What follows belongs to an exercise in optimizing a design on an open flow for small area, a short achievable clock period and few clock cycles per item; a production flow would make more cautious choices. The RTL was checked by simulation tests, not by an equivalence proof against the original design.

==> yarrow: inputs <==
// modsynth
module modsynth (
    input  wire        clk,
    input  wire        rst,
    input  wire        cmd_valid,
    output wire        cmd_ready,
    input  wire [2:0]  cmd_data,
    output wire        smp_valid,
    input  wire        smp_ready,
    output wire [15:0] smp_data
);
    reg        busy;    
    reg        past0;   
    reg        f2;      
    reg        half;    
    reg        neg;     
    reg        dir;     
    reg  [8:0] x;       
    reg [15:0] g_q;     
    reg [15:0] smp_q;   
    assign cmd_ready = ~busy & ~rst;
    assign smp_valid =  busy & ~rst;
    assign smp_data  = smp_q;
    wire accept = cmd_valid & cmd_ready & (cmd_data[2:1] != 2'b11);
    wire emit   = smp_valid & smp_ready;
    wire last   = past0 & ~dir & (x == (f2 ? 9'd8 : 9'd20));
    wire [3:0]  d     = f2 ? 4'd4 : 4'd10;
    wire [9:0]  t     = {1'b0, x} + {6'd0, d};
    wire        wrap  = dir ? t[9] : (t[8:0] > 9'd499);
    wire [8:0]  tw    = t[8:0] + (dir ? 9'd1 : 9'd24);
    wire [8:0]  x_n   = wrap ? tw : t[8:0];
    wire        dir_n = dir ^ wrap;
    wire        neg_n = neg ^ (wrap & dir);
    wire [8:0]  a     = x ^ {9{dir}};
    wire [5:0] ah = a[8:3];
    wire [2:0] al = a[2:0];
  ...
clock: 14.0 ns
lec_check: 0
abc_area: 1
cap_margin: 20
core_margin: 2
core_utilization: 70
slew_margin: 20
synth_memory_max_bits: 65536
standard.sh (not shown) runs the stock make flow with config.mk's settings and CLKGATE_MAP_FILE= SYNTH_SCRIPT=/design/flow/synth_recipe.tcl, a recipe that flattens the netlist after the stock synthesis.
==> flow/flow/run.sh <==
#!/bin/bash
# The standard layout (the standard.sh: ORFS synthesis to finish, unchanged
# scripts and constraints) with three knobs changed for a shorter achieved
# period: the ports get buf_2 buffers (not delay buffers), sizing may swap
# cells of different footprints, and the timing repair aims at a setup slack
# of 7.8 ns.
set -euo pipefail
bash standard.sh SETUP_SLACK_MARGIN=7.8 MATCH_CELL_FOOTPRINT=0 \
    "BUFFER_PORTS_ARGS=-buffer_cell sky130_fd_sc_hd__buf_2" finish > standard.log 2>&1
==> inputs of tundra, as changes to yarrow <==
==> flow/design.v (replaced) <==
module modsynth (
    input  wire        clk,
    input  wire        rst,
    input  wire        cmd_valid,
    output wire        cmd_ready,
    input  wire [2:0]  cmd_data,
    output wire        smp_valid,
    input  wire        smp_ready,
    output wire [15:0] smp_data
);
    reg        busy;    
    reg        past0;   
    reg        f2;      
    reg        half;    
    reg        neg;     
    reg        dir;     
    reg  [8:0] a;       
    reg [15:0] smp_q;   
    assign cmd_ready = ~busy & ~rst;
    assign smp_valid =  busy & ~rst;
    assign smp_data  = smp_q;
    wire accept = cmd_valid & cmd_ready & (cmd_data[2:1] != 2'b11);
    wire emit   = smp_valid & smp_ready;
    wire last   = past0 & ~dir & (a == (f2 ? 9'd4 : 9'd10));
    wire [3:0]  d    = f2 ? 4'd4 : 4'd10;
    wire [9:0]  up   = {1'b0, a} + {6'd0, d};         
    wire [9:0]  dn   = {1'b0, a} - {6'd0, d};         
    wire        up_o = (up > 10'd499);
    wire        dn_o = dn[9];
    wire [9:0]  up_r = 10'd999 - up;
    wire [9:0]  dn_r = {6'd0, d} - {1'b0, a};
    reg  [8:0] a_n;
    reg        dir_n, neg_n;
    always @* begin
        a_n = a; dir_n = dir; neg_n = neg;
        if (!dir) begin
            if (up_o) begin a_n = up_r[8:0]; dir_n = 1'b1; end
            else            a_n = up[8:0];
        end else begin
            if (dn_o) begin a_n = dn_r[8:0]; dir_n = 1'b0; neg_n = ~neg; end
            else            a_n = dn[8:0];
        end
    end
    wire [14:0] f;
    wire [5:0] ah = a[8:3];
    wire [2:0] al = a[2:0];
    wire [15:0] tb = (ah[5] ? (ah[4] ? (ah[3] ? (ah[2] ? (ah[1] ? 16'd65532 : (ah[0] ? 16'd65493 : 16'd65408)) : (ah[1] ? (ah[0] ? 16'd65286 : 16'd65125) : (ah[0] ? 16'd64922 : 16'd64678))) : (ah[2] ? (ah[1] ? (ah[0] ? 16'd64392 : 16'd64065) : (ah[0] ? 16'd63696 : 16'd63284)) : (ah[1] ? (ah[0] ? 16'd62840 : 16'd62348) : (ah[0] ? 16'd61826 : 16'd61260)))) : (ah[3] ? (ah[2] ? (ah[1] ? (ah[0] ? 16'd60654 : 16'd60010) : (ah[0] ? 16'd59331 : 16'd58610)) : (ah[1] ? (ah[0] ? 16'd57853 : 16'd57063) : (ah[0] ? 16'd56232 : 16'd55368))) : (ah[2] ? (ah[1] ? (ah[0] ? 16'd54467 : 16'd53535) : (ah[0] ? 16'd52562 : 16'd51567)) : (ah[1] ? (ah[0] ? 16'd50528 : 16'd49462) : (ah[0] ? 16'd48370 : 16'd47242))))) : (ah[4] ? (ah[3] ? (ah[2] ? (ah[1] ? (ah[0] ? 16'd46083 : 16'd44895) : (ah[0] ? 16'd43682 : 16'd42436)) : (ah[1] ? (ah[0] ? 16'd41169 : 16'd39874) : (ah[0] ? 16'd38555 : 16'd37208))) : (ah[2] ? (ah[1] ? (ah[0] ? 16'd35841 : 16'd34448) : (ah[0] ? 16'd33034 : 16'd31596)) : (ah[1] ? (ah[0] ? 16'd30146 : 16'd28672) : (ah[0] ? 16'd27180 : 16'd25672)))) : (ah[3] ? (ah[2] ? (ah[1] ? (ah[0] ? 16'd24145 : 16'd22606) : (ah[0] ? 16'd21049 : 16'd19484)) : (ah[1] ? (ah[0] ? 16'd17902 : 16'd16313) : (ah[0] ? 16'd14712 : 16'd13096))) : (ah[2] ? (ah[1] ? (ah[0] ? 16'd11477 : 16'd9855) : (ah[0] ? 16'd8222 : 16'd6581)) : (ah[1] ? (ah[0] ? 16'd4941 : 16'd3294) : (ah[0] ? 16'd1648 : 16'd0))))));
    wire [7:0] ts = (ah[5] ? (ah[4] ? (ah[3] ? (ah[2] ? (ah[1] ? 8'd1 : (ah[0] ? 8'd5 : 8'd11)) : (ah[1] ? (ah[0] ? 8'd16 : 8'd21) : (ah[0] ? 8'd26 : 8'd31))) : (ah[2] ? (ah[1] ? (ah[0] ? 8'd36 : 8'd41) : (ah[0] ? 8'd46 : 8'd52)) : (ah[1] ? (ah[0] ? 8'd56 : 8'd62) : (ah[0] ? 8'd66 : 8'd71)))) : (ah[3] ? (ah[2] ? (ah[1] ? (ah[0] ? 8'd76 : 8'd81) : (ah[0] ? 8'd85 : 8'd90)) : (ah[1] ? (ah[0] ? 8'd95 : 8'd99) : (ah[0] ? 8'd104 : 8'd108))) : (ah[2] ? (ah[1] ? (ah[0] ? 8'd113 : 8'd117) : (ah[0] ? 8'd122 : 8'd125)) : (ah[1] ? (ah[0] ? 8'd130 : 8'd134) : (ah[0] ? 8'd137 : 8'd141))))) : (ah[4] ? (ah[3] ? (ah[2] ? (ah[1] ? (ah[0] ? 8'd145 : 8'd149) : (ah[0] ? 8'd152 : 8'd156)) : (ah[1] ? (ah[0] ? 8'd159 : 8'd162) : (ah[0] ? 8'd165 : 8'd168))) : (ah[2] ? (ah[1] ? (ah[0] ? 8'd171 : 8'd174) : (ah[0] ? 8'd177 : 8'd180)) : (ah[1] ? (ah[0] ? 8'd182 : 8'd184) : (ah[0] ? 8'd187 : 8'd189)))) : (ah[3] ? (ah[2] ? (ah[1] ? (ah[0] ? 8'd191 : 8'd193) : (ah[0] ? 8'd195 : 8'd196)) : (ah[1] ? (ah[0] ? 8'd198 : 8'd199) : (ah[0] ? 8'd200 : 8'd202))) : (ah[2] ? (ah[1] ? (ah[0] ? 8'd203 : 8'd203) : (ah[0] ? 8'd204 : 8'd205)) : (ah[1] ? (ah[0] ? 8'd205 : 8'd206) : (ah[0] ? 8'd206 : 8'd206))))));
    wire [1:0] tr = (a[8] ? (a[7] ? (a[6] ? (a[5] ? (a[4] ? (a[1] ? (a[0] ? 2'd0 : 2'd0) : (a[0] ? 2'd0 : 2'd0)) : (a[3] ? (a[2] ? (a[1] ? (a[0] ? 2'd0 : 2'd2) : (a[0] ? 2'd2 : 2'd2)) : (a[1] ? (a[0] ? 2'd2 : 2'd2) : (a[0] ? 2'd1 : 2'd0))) : (a[2] ? (a[1] ? (a[0] ? 2'd0 : 2'd1) : (a[0] ? 2'd2 : 2'd3)) : (a[1] ? (a[0] ? 2'd3 : 2'd3) : (a[0] ? 2'd3 : 2'd2))))) : (a[4] ? (a[3] ? (a[2] ? (a[1] ? (a[0] ? 2'd0 : 2'd2) : (a[0] ? 2'd3 : 2'd3)) : (a[1] ? (a[0] ? 2'd3 : 2'd3) : (a[0] ? 2'd3 : 2'd2))) : (a[2] ? (a[1] ? (a[0] ? 2'd0 : 2'd2) : (a[0] ? 2'd2 : 2'd3)) : (a[1] ? (a[0] ? 2'd3 : 2'd3) : (a[0] ? 2'd2 : 2'd2)))) : (a[3] ? (a[2] ? (a[1] ? (a[0] ? 2'd0 : 2'd1) : (a[0] ? 2'd2 : 2'd2)) : (a[1] ? (a[0] ? 2'd2 : 2'd2) : (a[0] ? 2'd1 : 2'd0))) : (a[2] ? (a[1] ? (a[0] ? 2'd0 : 2'd1) : (a[0] ? 2'd2 : 2'd2)) : (a[1] ? (a[0] ? 2'd2 : 2'd1) : (a[0] ? 2'd1 : 2'd0)))))) : (a[5] ? (a[4] ? (a[3] ? (a[2] ? (a[1] ? (a[0] ? 2'd0 : 2'd1) : (a[0] ? 2'd1 : 2'd2)) : (a[1] ? (a[0] ? 2'd2 : 2'd1) : (a[0] ? 2'd1 : 2'd0))) : (a[2] ? (a[1] ? (a[0] ? 2'd0 : 2'd2) : (a[0] ? 2'd2 : 2'd2)) : (a[1] ? (a[0] ? 2'd2 : 2'd2) : (a[0] ? 2'd1 : 2'd0)))) : (a[3] ? (a[2] ? (a[1] ? (a[0] ? 2'd1 : 2'd2) : (a[0] ? 2'd2 : 2'd3)) : (a[1] ? (a[0] ? 2'd3 : 2'd2) : (a[0] ? 2'd1 : 2'd0))) : (a[2] ? (a[1] ? (a[0] ? 2'd0 : 2'd1) : (a[0] ? 2'd2 : 2'd3)) : (a[1] ? (a[0] ? 2'd3 : 2'd3) : (a[0] ? 2'd3 : 2'd2))))) : (a[4] ? (a[3] ? (a[2] ? (a[1] ? (a[0] ? 2'd1 : 2'd2) : (a[0] ? 2'd3 : 2'd3)) : (a[1] ? (a[0] ? 2'd3 : 2'd2) : (a[0] ? 2'd1 : 2'd0))) : (a[2] ? (a[1] ? (a[0] ? 2'd0 : 2'd1) : (a[0] ? 2'd2 : 2'd3)) : (a[1] ? (a[0] ? 2'd3 : 2'd3) : (a[0] ? 2'd3 : 2'd2)))) : (a[3] ? (a[2] ? (a[1] ? (a[0] ? 2'd1 : 2'd1) : (a[0] ? 2'd2 : 2'd2)) : (a[1] ? (a[0] ? 2'd2 : 2'd2) : (a[0] ? 2'd1 : 2'd0))) : (a[2] ? (a[1] ? (a[0] ? 2'd1 : 2'd1) : (a[0] ? 2'd2 : 2'd2)) : (a[1] ? (a[0] ? 2'd2 : 2'd1) : (a[0] ? 2'd1 : 2'd0))))))) : (a[6] ? (a[5] ? (a[4] ? (a[3] ? (a[2] ? (a[1] ? (a[0] ? 2'd0 : 2'd1) : (a[0] ? 2'd1 : 2'd2)) : (a[1] ? (a[0] ? 2'd2 : 2'd2) : (a[0] ? 2'd1 : 2'd0))) : (a[2] ? (a[1] ? (a[0] ? 2'd0 : 2'd0) : (a[0] ? 2'd2 : 2'd2)) : (a[1] ? (a[0] ? 2'd2 : 2'd2) : (a[0] ? 2'd2 : 2'd0)))) : (a[3] ? (a[2] ? (a[1] ? (a[0] ? 2'd1 : 2'd2) : (a[0] ? 2'd2 : 2'd2)) : (a[1] ? (a[0] ? 2'd2 : 2'd2) : (a[0] ? 2'd0 : 2'd0))) : (a[2] ? (a[1] ? (a[0] ? 2'd1 : 2'd2) : (a[0] ? 2'd2 : 2'd2)) : (a[1] ? (a[0] ? 2'd2 : 2'd2) : (a[0] ? 2'd1 : 2'd0))))) : (a[4] ? (a[3] ? (a[2] ? (a[1] ? (a[0] ? 2'd0 : 2'd1) : (a[0] ? 2'd2 : 2'd2)) : (a[1] ? (a[0] ? 2'd2 : 2'd2) : (a[0] ? 2'd1 : 2'd1))) : (a[2] ? (a[1] ? (a[0] ? 2'd1 : 2'd2) : (a[0] ? 2'd2 : 2'd2)) : (a[1] ? (a[0] ? 2'd1 : 2'd2) : (a[0] ? 2'd0 : 2'd0)))) : (a[3] ? (a[2] ? (a[1] ? (a[0] ? 2'd0 : 2'd1) : (a[0] ? 2'd1 : 2'd2)) : (a[1] ? (a[0] ? 2'd2 : 2'd2) : (a[0] ? 2'd1 : 2'd0))) : (a[2] ? (a[1] ? (a[0] ? 2'd1 : 2'd2) : (a[0] ? 2'd2 : 2'd2)) : (a[1] ? (a[0] ? 2'd2 : 2'd2) : (a[0] ? 2'd1 : 2'd0)))))) : (a[5] ? (a[4] ? (a[3] ? (a[2] ? (a[1] ? (a[0] ? 2'd0 : 2'd1) : (a[0] ? 2'd1 : 2'd2)) : (a[1] ? (a[0] ? 2'd2 : 2'd2) : (a[0] ? 2'd2 : 2'd1))) : (a[2] ? (a[1] ? (a[0] ? 2'd0 : 2'd1) : (a[0] ? 2'd1 : 2'd2)) : (a[1] ? (a[0] ? 2'd2 : 2'd2) : (a[0] ? 2'd1 : 2'd0)))) : (a[3] ? (a[2] ? (a[1] ? (a[0] ? 2'd0 : 2'd1) : (a[0] ? 2'd2 : 2'd3)) : (a[1] ? (a[0] ? 2'd3 : 2'd3) : (a[0] ? 2'd3 : 2'd2))) : (a[2] ? (a[1] ? (a[0] ? 2'd1 : 2'd2) : (a[0] ? 2'd2 : 2'd2)) : (a[1] ? (a[0] ? 2'd2 : 2'd2) : (a[0] ? 2'd0 : 2'd0))))) : (a[4] ? (a[3] ? (a[2] ? (a[1] ? (a[0] ? 2'd0 : 2'd1) : (a[0] ? 2'd2 : 2'd3)) : (a[1] ? (a[0] ? 2'd3 : 2'd3) : (a[0] ? 2'd3 : 2'd2))) : (a[2] ? (a[1] ? (a[0] ? 2'd0 : 2'd1) : (a[0] ? 2'd2 : 2'd3)) : (a[1] ? (a[0] ? 2'd3 : 2'd3) : (a[0] ? 2'd3 : 2'd2)))) : (a[3] ? (a[2] ? (a[1] ? (a[0] ? 2'd1 : 2'd2) : (a[0] ? 2'd2 : 2'd2)) : (a[1] ? (a[0] ? 2'd2 : 2'd1) : (a[0] ? 2'd1 : 2'd0))) : (a[2] ? (a[1] ? (a[0] ? 2'd1 : 2'd1) : (a[0] ? 2'd2 : 2'd2)) : (a[1] ? (a[0] ? 2'd2 : 2'd1) : (a[0] ? 2'd1 : 2'd0)))))))) : (a[7] ? (a[6] ? (a[5] ? (a[4] ? (a[3] ? (a[2] ? (a[1] ? (a[0] ? 2'd0 : 2'd2) : (a[0] ? 2'd2 : 2'd2)) : (a[1] ? (a[0] ? 2'd2 : 2'd2) : (a[0] ? 2'd1 : 2'd1))) : (a[2] ? (a[1] ? (a[0] ? 2'd0 : 2'd1) : (a[0] ? 2'd1 : 2'd2)) : (a[1] ? (a[0] ? 2'd2 : 2'd2) : (a[0] ? 2'd2 : 2'd2)))) : (a[3] ? (a[2] ? (a[1] ? (a[0] ? 2'd1 : 2'd1) : (a[0] ? 2'd2 : 2'd2)) : (a[1] ? (a[0] ? 2'd2 : 2'd1) : (a[0] ? 2'd1 : 2'd0))) : (a[2] ? (a[1] ? (a[0] ? 2'd0 : 2'd1) : (a[0] ? 2'd2 : 2'd2)) : (a[1] ? (a[0] ? 2'd2 : 2'd2) : (a[0] ? 2'd2 : 2'd2))))) : (a[4] ? (a[3] ? (a[2] ? (a[1] ? (a[0] ? 2'd0 : 2'd1) : (a[0] ? 2'd1 : 2'd2)) : (a[1] ? (a[0] ? 2'd2 : 2'd2) : (a[0] ? 2'd1 : 2'd1))) : (a[2] ? (a[1] ? (a[0] ? 2'd1 : 2'd1) : (a[0] ? 2'd2 : 2'd2)) : (a[1] ? (a[0] ? 2'd2 : 2'd1) : (a[0] ? 2'd1 : 2'd0)))) : (a[3] ? (a[2] ? (a[1] ? (a[0] ? 2'd0 : 2'd1) : (a[0] ? 2'd1 : 2'd1)) : (a[1] ? (a[0] ? 2'd1 : 2'd1) : (a[0] ? 2'd0 : 2'd0))) : (a[2] ? (a[1] ? (a[0] ? 2'd1 : 2'd2) : (a[0] ? 2'd2 : 2'd2)) : (a[1] ? (a[0] ? 2'd2 : 2'd1) : (a[0] ? 2'd1 : 2'd0)))))) : (a[5] ? (a[4] ? (a[3] ? (a[2] ? (a[1] ? (a[0] ? 2'd0 : 2'd1) : (a[0] ? 2'd1 : 2'd1)) : (a[1] ? (a[0] ? 2'd1 : 2'd1) : (a[0] ? 2'd0 : 2'd0))) : (a[2] ? (a[1] ? (a[0] ? 2'd0 : 2'd1) : (a[0] ? 2'd1 : 2'd1)) : (a[1] ? (a[0] ? 2'd1 : 2'd1) : (a[0] ? 2'd0 : 2'd0)))) : (a[3] ? (a[2] ? (a[1] ? (a[0] ? 2'd0 : 2'd0) : (a[0] ? 2'd1 : 2'd1)) : (a[1] ? (a[0] ? 2'd1 : 2'd1) : (a[0] ? 2'd1 : 2'd0))) : (a[2] ? (a[1] ? (a[0] ? 2'd0 : 2'd1) : (a[0] ? 2'd1 : 2'd2)) : (a[1] ? (a[0] ? 2'd2 : 2'd2) : (a[0] ? 2'd2 : 2'd2))))) : (a[4] ? (a[3] ? (a[2] ? (a[1] ? (a[0] ? 2'd0 : 2'd0) : (a[0] ? 2'd1 : 2'd1)) : (a[1] ? (a[0] ? 2'd1 : 2'd1) : (a[0] ? 2'd0 : 2'd0))) : (a[2] ? (a[1] ? (a[0] ? 2'd1 : 2'd2) : (a[0] ? 2'd2 : 2'd2)) : (a[1] ? (a[0] ? 2'd2 : 2'd1) : (a[0] ? 2'd1 : 2'd0)))) : (a[3] ? (a[2] ? (a[1] ? (a[0] ? 2'd0 : 2'd0) : (a[0] ? 2'd1 : 2'd0)) : (a[1] ? (a[0] ? 2'd1 : 2'd1) : (a[0] ? 2'd1 : 2'd1))) : (a[2] ? (a[1] ? (a[0] ? 2'd0 : 2'd0) : (a[0] ? 2'd1 : 2'd0)) : (a[1] ? (a[0] ? 2'd1 : 2'd1) : (a[0] ? 2'd1 : 2'd0))))))) : (a[6] ? (a[5] ? (a[4] ? (a[3] ? (a[2] ? (a[1] ? (a[0] ? 2'd0 : 2'd1) : (a[0] ? 2'd1 : 2'd2)) : (a[1] ? (a[0] ? 2'd2 : 2'd2) : (a[0] ? 2'd1 : 2'd2))) : (a[2] ? (a[1] ? (a[0] ? 2'd0 : 2'd0) : (a[0] ? 2'd1 : 2'd1)) : (a[1] ? (a[0] ? 2'd1 : 2'd1) : (a[0] ? 2'd1 : 2'd1)))) : (a[3] ? (a[2] ? (a[1] ? (a[0] ? 2'd0 : 2'd1) : (a[0] ? 2'd1 : 2'd2)) : (a[1] ? (a[0] ? 2'd2 : 2'd2) : (a[0] ? 2'd2 : 2'd2))) : (a[2] ? (a[1] ? (a[0] ? 2'd1 : 2'd1) : (a[0] ? 2'd1 : 2'd1)) : (a[1] ? (a[0] ? 2'd1 : 2'd1) : (a[0] ? 2'd1 : 2'd0))))) : (a[4] ? (a[3] ? (a[2] ? (a[1] ? (a[0] ? 2'd0 : 2'd0) : (a[0] ? 2'd1 : 2'd1)) : (a[1] ? (a[0] ? 2'd1 : 2'd1) : (a[0] ? 2'd1 : 2'd1))) : (a[2] ? (a[1] ? (a[0] ? 2'd0 : 2'd1) : (a[0] ? 2'd1 : 2'd1)) : (a[1] ? (a[0] ? 2'd1 : 2'd1) : (a[0] ? 2'd0 : 2'd1)))) : (a[3] ? (a[2] ? (a[1] ? (a[0] ? 2'd1 : 2'd1) : (a[0] ? 2'd1 : 2'd1)) : (a[1] ? (a[0] ? 2'd1 : 2'd0) : (a[0] ? 2'd0 : 2'd0))) : (a[2] ? (a[1] ? (a[0] ? 2'd0 : 2'd1) : (a[0] ? 2'd1 : 2'd1)) : (a[1] ? (a[0] ? 2'd2 : 2'd2) : (a[0] ? 2'd2 : 2'd2)))))) : (a[5] ? (a[4] ? (a[3] ? (a[2] ? (a[1] ? (a[0] ? 2'd0 : 2'd1) : (a[0] ? 2'd1 : 2'd2)) : (a[1] ? (a[0] ? 2'd1 : 2'd2) : (a[0] ? 2'd2 : 2'd2))) : (a[2] ? (a[1] ? (a[0] ? 2'd1 : 2'd1) : (a[0] ? 2'd1 : 2'd1)) : (a[1] ? (a[0] ? 2'd0 : 2'd1) : (a[0] ? 2'd0 : 2'd0)))) : (a[3] ? (a[2] ? (a[1] ? (a[0] ? 2'd0 : 2'd0) : (a[0] ? 2'd0 : 2'd0)) : (a[1] ? (a[0] ? 2'd0 : 2'd0) : (a[0] ? 2'd0 : 2'd0))) : (a[2] ? (a[1] ? (a[0] ? 2'd0 : 2'd1) : (a[0] ? 2'd1 : 2'd1)) : (a[1] ? (a[0] ? 2'd1 : 2'd1) : (a[0] ? 2'd1 : 2'd1))))) : (a[4] ? (a[3] ? (a[2] ? (a[1] ? (a[0] ? 2'd1 : 2'd1) : (a[0] ? 2'd1 : 2'd1)) : (a[1] ? (a[0] ? 2'd0 : 2'd1) : (a[0] ? 2'd0 : 2'd0))) : (a[2] ? (a[1] ? (a[0] ? 2'd0 : 2'd0) : (a[0] ? 2'd0 : 2'd0)) : (a[1] ? (a[0] ? 2'd0 : 2'd0) : (a[0] ? 2'd0 : 2'd1)))) : (a[3] ? (a[2] ? (a[1] ? (a[0] ? 2'd0 : 2'd0) : (a[0] ? 2'd0 : 2'd0)) : (a[1] ? (a[0] ? 2'd0 : 2'd0) : (a[0] ? 2'd0 : 2'd0))) : (a[2] ? (a[1] ? (a[0] ? 2'd0 : 2'd0) : (a[0] ? 2'd0 : 2'd0)) : (a[1] ? (a[0] ? 2'd0 : 2'd0) : (a[0] ? 2'd0 : 2'd0)))))))));
    wire [15:0] lin = tb + ts * al;
    assign f = lin[15:1] + tr;
    wire [15:0] g  = neg ? ~{1'b0, f} : {1'b0, f};
    wire [15:0] gs = half ? {g[15], g[15:1]} : g;
    wire [16:0] r  = {gs[15], gs} + 17'd1;
    wire [15:0] word = r[16:1];
    always @(posedge clk) begin
        if (rst)
            busy <= 1'b0;
        else if (accept)
            busy <= 1'b1;
        else if (emit && last)
            busy <= 1'b0;
    end
    always @(posedge clk) begin
        if (accept) begin
            f2    <= (cmd_data == 3'b010);
            half  <= (cmd_data == 3'b000);
            neg   <= (cmd_data == 3'b100);
            dir   <= 1'b0;
            a     <= (cmd_data == 3'b010) ? 9'd4 : 9'd10;
            past0 <= 1'b0;
            smp_q <= 16'd0;
        end else if (emit) begin
            a     <= a_n;
            dir   <= dir_n;
            neg   <= neg_n;
            past0 <= 1'b1;
            smp_q <= word;
        end
    end
endmodule
==> flow/run.sh (new file) <==
#!/bin/bash
# synth_recipe.tcl (not shown) runs the flow's synth.tcl, then flattens the netlist and writes it again
# the make line also repeats each setting of config.mk as NAME=value (left out here)
make -C /OpenROAD-flow-scripts/flow DESIGN_CONFIG=/design/flow/config.mk WORK_HOME=/design/flow/orfs CLKGATE_MAP_FILE= SYNTH_SCRIPT=/design/flow/synth_recipe.tcl finish
- CORE_UTILIZATION: 70 -> 55
removed: flow/flow/run.sh
removed: flow/standard.sh
==> qor summary <==
metric                                                                           yarrow        tundra
Start point of the worst hold path                                             smp_q[5]     smp_q[12]
Status                                                         timing/DRC/antenna clean  timing/DRC/antenna clean
Count of flip-flops with a built-in enable after synthesis                           28            12
Type of element capturing the critical path                                  output pin          flop
Die Area                                                                    10600 sq um   13700 sq um
Worst slew margin                                                                 39.6%         31.0%
Number of placed instances with taps included                                      1196          1356
Layout multi-input combinational cell count                                         868           957
Final layout net count                                                             1168          1272
Setup Crit Path Kind                                        primary input to output pin  flop to flop
Reg-to-reg startpoint                                                              x[7]          a[3]
Endpoint of the worst hold-timing path                                         smp_q[5]     smp_q[12]
Synthesized area per cell                                                    6.33 sq um    5.87 sq um
Testbench counts of yarrow, summed over its fixed seeds: cycles 128,128, items 128,000.
Testbench counts of tundra, summed over its fixed seeds: cycles 128,128, items 128,000.

==> what the ideal ports hide <==
How much do the figures lean on ideal ports? The routed layouts below were timed once more, with nothing changed but the port constraints.
Step 1, drivers: a clkbuf_16 drives clk and a buf_2 each remaining input, both assumed.
Step 2 moves the port delays by t, midway between the first and last clock arrival at a register: inputs arrive t later, outputs are due t later. That takes back most of the time a late clock gives input paths.
a / b / c = no drivers / after step 1 / after step 2; a / b = the first two.
run | t (ns) | slack for setup (ns) | worst data-port slew with drivers (ns)
yarrow | 0.330 | 8.016 / 7.993 / 7.993 | 0.03
tundra | 0.309 | 6.899 / 6.899 / 6.899 | 0.03
After both steps setup and hold are still met in every run listed. The setup slack of yarrow, which loses most, moves by -0.023 ns with the drivers and by -0.023 ns with both steps.
